Context: an optimization exercise on an open-source flow, tuned for small area. The choices shown serve that exercise and are no tape-out recipe. Where RTL was checked, it was by simulation tests only, not by an equivalence proof against the original. Power figures rest on the tool's default switching activity, not on a simulated workload.

Design esp_frame_rx, start of the top module:
module esp_frame_rx (
    input  wire        clk,
    input  wire        rst,
    input  wire        cmd_valid,
    output wire        cmd_ready,
    input  wire [7:0]  cmd_op,
    input  wire [15:0] cmd_n,
    output reg         rsp_valid,
    output reg  [2:0]  rsp_tag,
    output wire [3:0]  rsp_code,
    output reg  [8:0]  rsp_a,
    output reg  [7:0]  rsp_b,
    input  wire [6:0]  rd_idx,
    output wire [7:0]  rd_data,
    output wire        src_rd,
    input  wire [1:0]  src_stat,
    input  wire [7:0]  src_data
);
clock: 12.0 ns
lec_check: 0
cap_margin: 20
core_margin: 2
core_utilization: 50
place_density: 0.65
slew_margin: 20
synth_hierarchical: 1
synth_minimum_keep_size: 0
standard.sh (not shown) runs the stock make flow with config.mk's settings and CLKGATE_MAP_FILE= SYNTH_SCRIPT=/design/flow/synth_recipe.tcl, a recipe that flattens the netlist after the stock synthesis.
==> flow/flow/run.sh <==
#!/bin/bash
# Own flow: the standard layout (standard.sh: the standard synthesis script
# and the ORFS steps to finish) with three options changed:
#  - synthesis maps logic with an area-oriented ABC script (flow/abc_map.script)
#    in place of ORFS's abc_speed.script, which ends with buffering and
#    upsizing; everything else in synthesis, the flip-flops included, is as
#    in the standard synthesis;
#  - port buffers use the smallest buffer cell;
#  - clock tree synthesis uses sink clusters of clkbuf_8 and no dummy loads.
# Each tool's full output stays in the ORFS logs under orfs/logs; make's own
# output goes to layout.log.
set -euo pipefail
here=$(pwd)
mkdir -p scripts
cp -r "$FLOW_HOME/scripts/." scripts/
cp flow/abc_map.script scripts/abc_speed.script
export SCRIPTS_DIR="$here/scripts"
export BUFFER_PORTS_ARGS="-buffer_cell sky130_fd_sc_hd__buf_1"
export CTS_ARGS="-sink_clustering_enable -repair_clock_nets -dont_use_dummy_load -buf_list sky130_fd_sc_hd__clkbuf_8 -sink_clustering_size 18 -sink_clustering_max_diameter 60"
bash standard.sh > layout.log 2>&1
==> flow/flow/abc_map.script <==
&get -n
&st
&syn2
&dch
&nf
&st
&syn2
&dch
&nf
&put
The first run finished clean.
Next try:
==> flow/flow/run.sh (replaced) <==
#!/bin/bash
# Own flow: the standard layout (standard.sh: the standard synthesis and the
# ORFS steps to finish) with two options changed through the variables ORFS
# reads: port buffers use the smallest buffer cell, and clock tree synthesis
# uses sink clusters of clkbuf_8 and inserts no dummy loads.
set -euo pipefail
export BUFFER_PORTS_ARGS="-buffer_cell sky130_fd_sc_hd__buf_1"
export CTS_ARGS="-sink_clustering_enable -repair_clock_nets -dont_use_dummy_load -buf_list sky130_fd_sc_hd__clkbuf_8 -sink_clustering_size 18 -sink_clustering_max_diameter 60"
bash standard.sh > standard_flow.log 2>&1
removed: flow/flow/abc_map.script
The changed run finished clean.
Core utilization goes up by 0.25 points.
Via count goes up by 2.8%.
Maximum frequency goes down by 2.8%.
Design area goes up by 1.2%.
Cell count goes up by 0.91%.
Total power goes down by 2.4%.


esp_frame_rx, a different RTL version from the one above (not shown whole).
Size: roughly 1100 flip-flops, ~79 I/O pins.
export LEC_CHECK = 0
export CAP_MARGIN = 20
export CORE_MARGIN = 2
export CORE_UTILIZATION = 50
export CTS_BUF_LIST = sky130_fd_sc_hd__clkbuf_16
export CTS_CLUSTER_DIAMETER = 60
export CTS_CLUSTER_SIZE = 24
export PLACE_DENSITY = 0.65
export SLEW_MARGIN = 20
export SYNTH_HIERARCHICAL = 1
export SYNTH_MINIMUM_KEEP_SIZE = 0
create_clock -name core_clock -period 12.0 [get_ports {clk}]
run.sh (not shown) runs the stock make flow with config.mk's settings and CLKGATE_MAP_FILE= SYNTH_SCRIPT=/design/flow/synth_recipe.tcl, a recipe that flattens the netlist after the stock synthesis.
Stock flow here: none of the scripts above is used.
The baseline ran to the end with no violations.
Then changed:
==> flow/flow/run.sh (new file) <==
#!/bin/bash
# Own flow: the standard layout (standard.sh: the standard synthesis and the
# ORFS steps to finish) with two options changed through the variables ORFS
# reads: port buffers use the smallest buffer cell, and clock tree synthesis
# uses sink clusters of clkbuf_8 and inserts no dummy loads.
set -euo pipefail
export BUFFER_PORTS_ARGS="-buffer_cell sky130_fd_sc_hd__buf_1"
export CTS_ARGS="-sink_clustering_enable -repair_clock_nets -dont_use_dummy_load -buf_list sky130_fd_sc_hd__clkbuf_8 -sink_clustering_size 18 -sink_clustering_max_diameter 60"
bash standard.sh > standard_flow.log 2>&1
==> flow/standard.sh (new file) <==
#!/bin/bash
# synth_recipe.tcl (not shown) runs the flow's synth.tcl, then flattens the netlist and writes it again
# the make line also repeats each setting of config.mk as NAME=value (left out here)
make -C /OpenROAD-flow-scripts/flow DESIGN_CONFIG=/design/flow/config.mk WORK_HOME=/design/flow/orfs CLKGATE_MAP_FILE= SYNTH_SCRIPT=/design/flow/synth_recipe.tcl "${@:-finish}"
CTS_BUF_LIST = unset   (was sky130_fd_sc_hd__clkbuf_16)
CTS_CLUSTER_DIAMETER = unset   (was 60)
CTS_CLUSTER_SIZE = unset   (was 24)
removed: flow/run.sh
Effect: Worst setup slack improved by 0.57 ns; non-clock buffer count drops by 3; power drops by a little under a tenth; via count climbs slightly; die area is unchanged; cell count is about the same; routed wire length stays flat; utilization drops by 2.0 points; synthesized cell count stays the same; synthesized area is unchanged.
No run of this note included a check of the RTL's function; only the layout flow was run.

[what the ideal ports hide]
The flow's constraints put no driver on any port. The routed layouts listed below were extracted and timed again, unchanged, in two steps.
Step 1: set_driving_cell puts a clkbuf_16 on clk and a buf_2 on each other input, an assumption about the parent block.
Step 2 adds t to the input delays and takes it off the output delays; t is the mean of the earliest and latest rising clock arrival at the registers after step 1. Input paths then give back, and output paths get back, about the clock's delay inside the block.
a / b / c = ideal ports / drivers / drivers and shift; a / b = the first two.
| run | t, ns | setup slack, ns | worst setup path at the end | clock arrival spread, ns |
|---|---|---|---|---|
| the first run of note 1 | 0.715 | 1.586 / 1.556 / 1.556 | input to output | 0.063 / 0.063 |
| the second run of note 1 | 0.720 | 1.289 / 1.266 / 1.266 | input to output | 0.082 / 0.082 |
| the first run of note 2 | 0.702 | 1.819 / 1.763 / 1.763 | input to output | 0.029 / 0.029 |
| the second run of note 2 | 0.714 | 2.388 / 2.335 / 2.335 | input to output | 0.119 / 0.119 |
After both steps setup and hold are still met in every run listed. The setup slack of the first run of note 2, which loses most, moves by -0.056 ns with the drivers and by -0.056 ns with both steps.
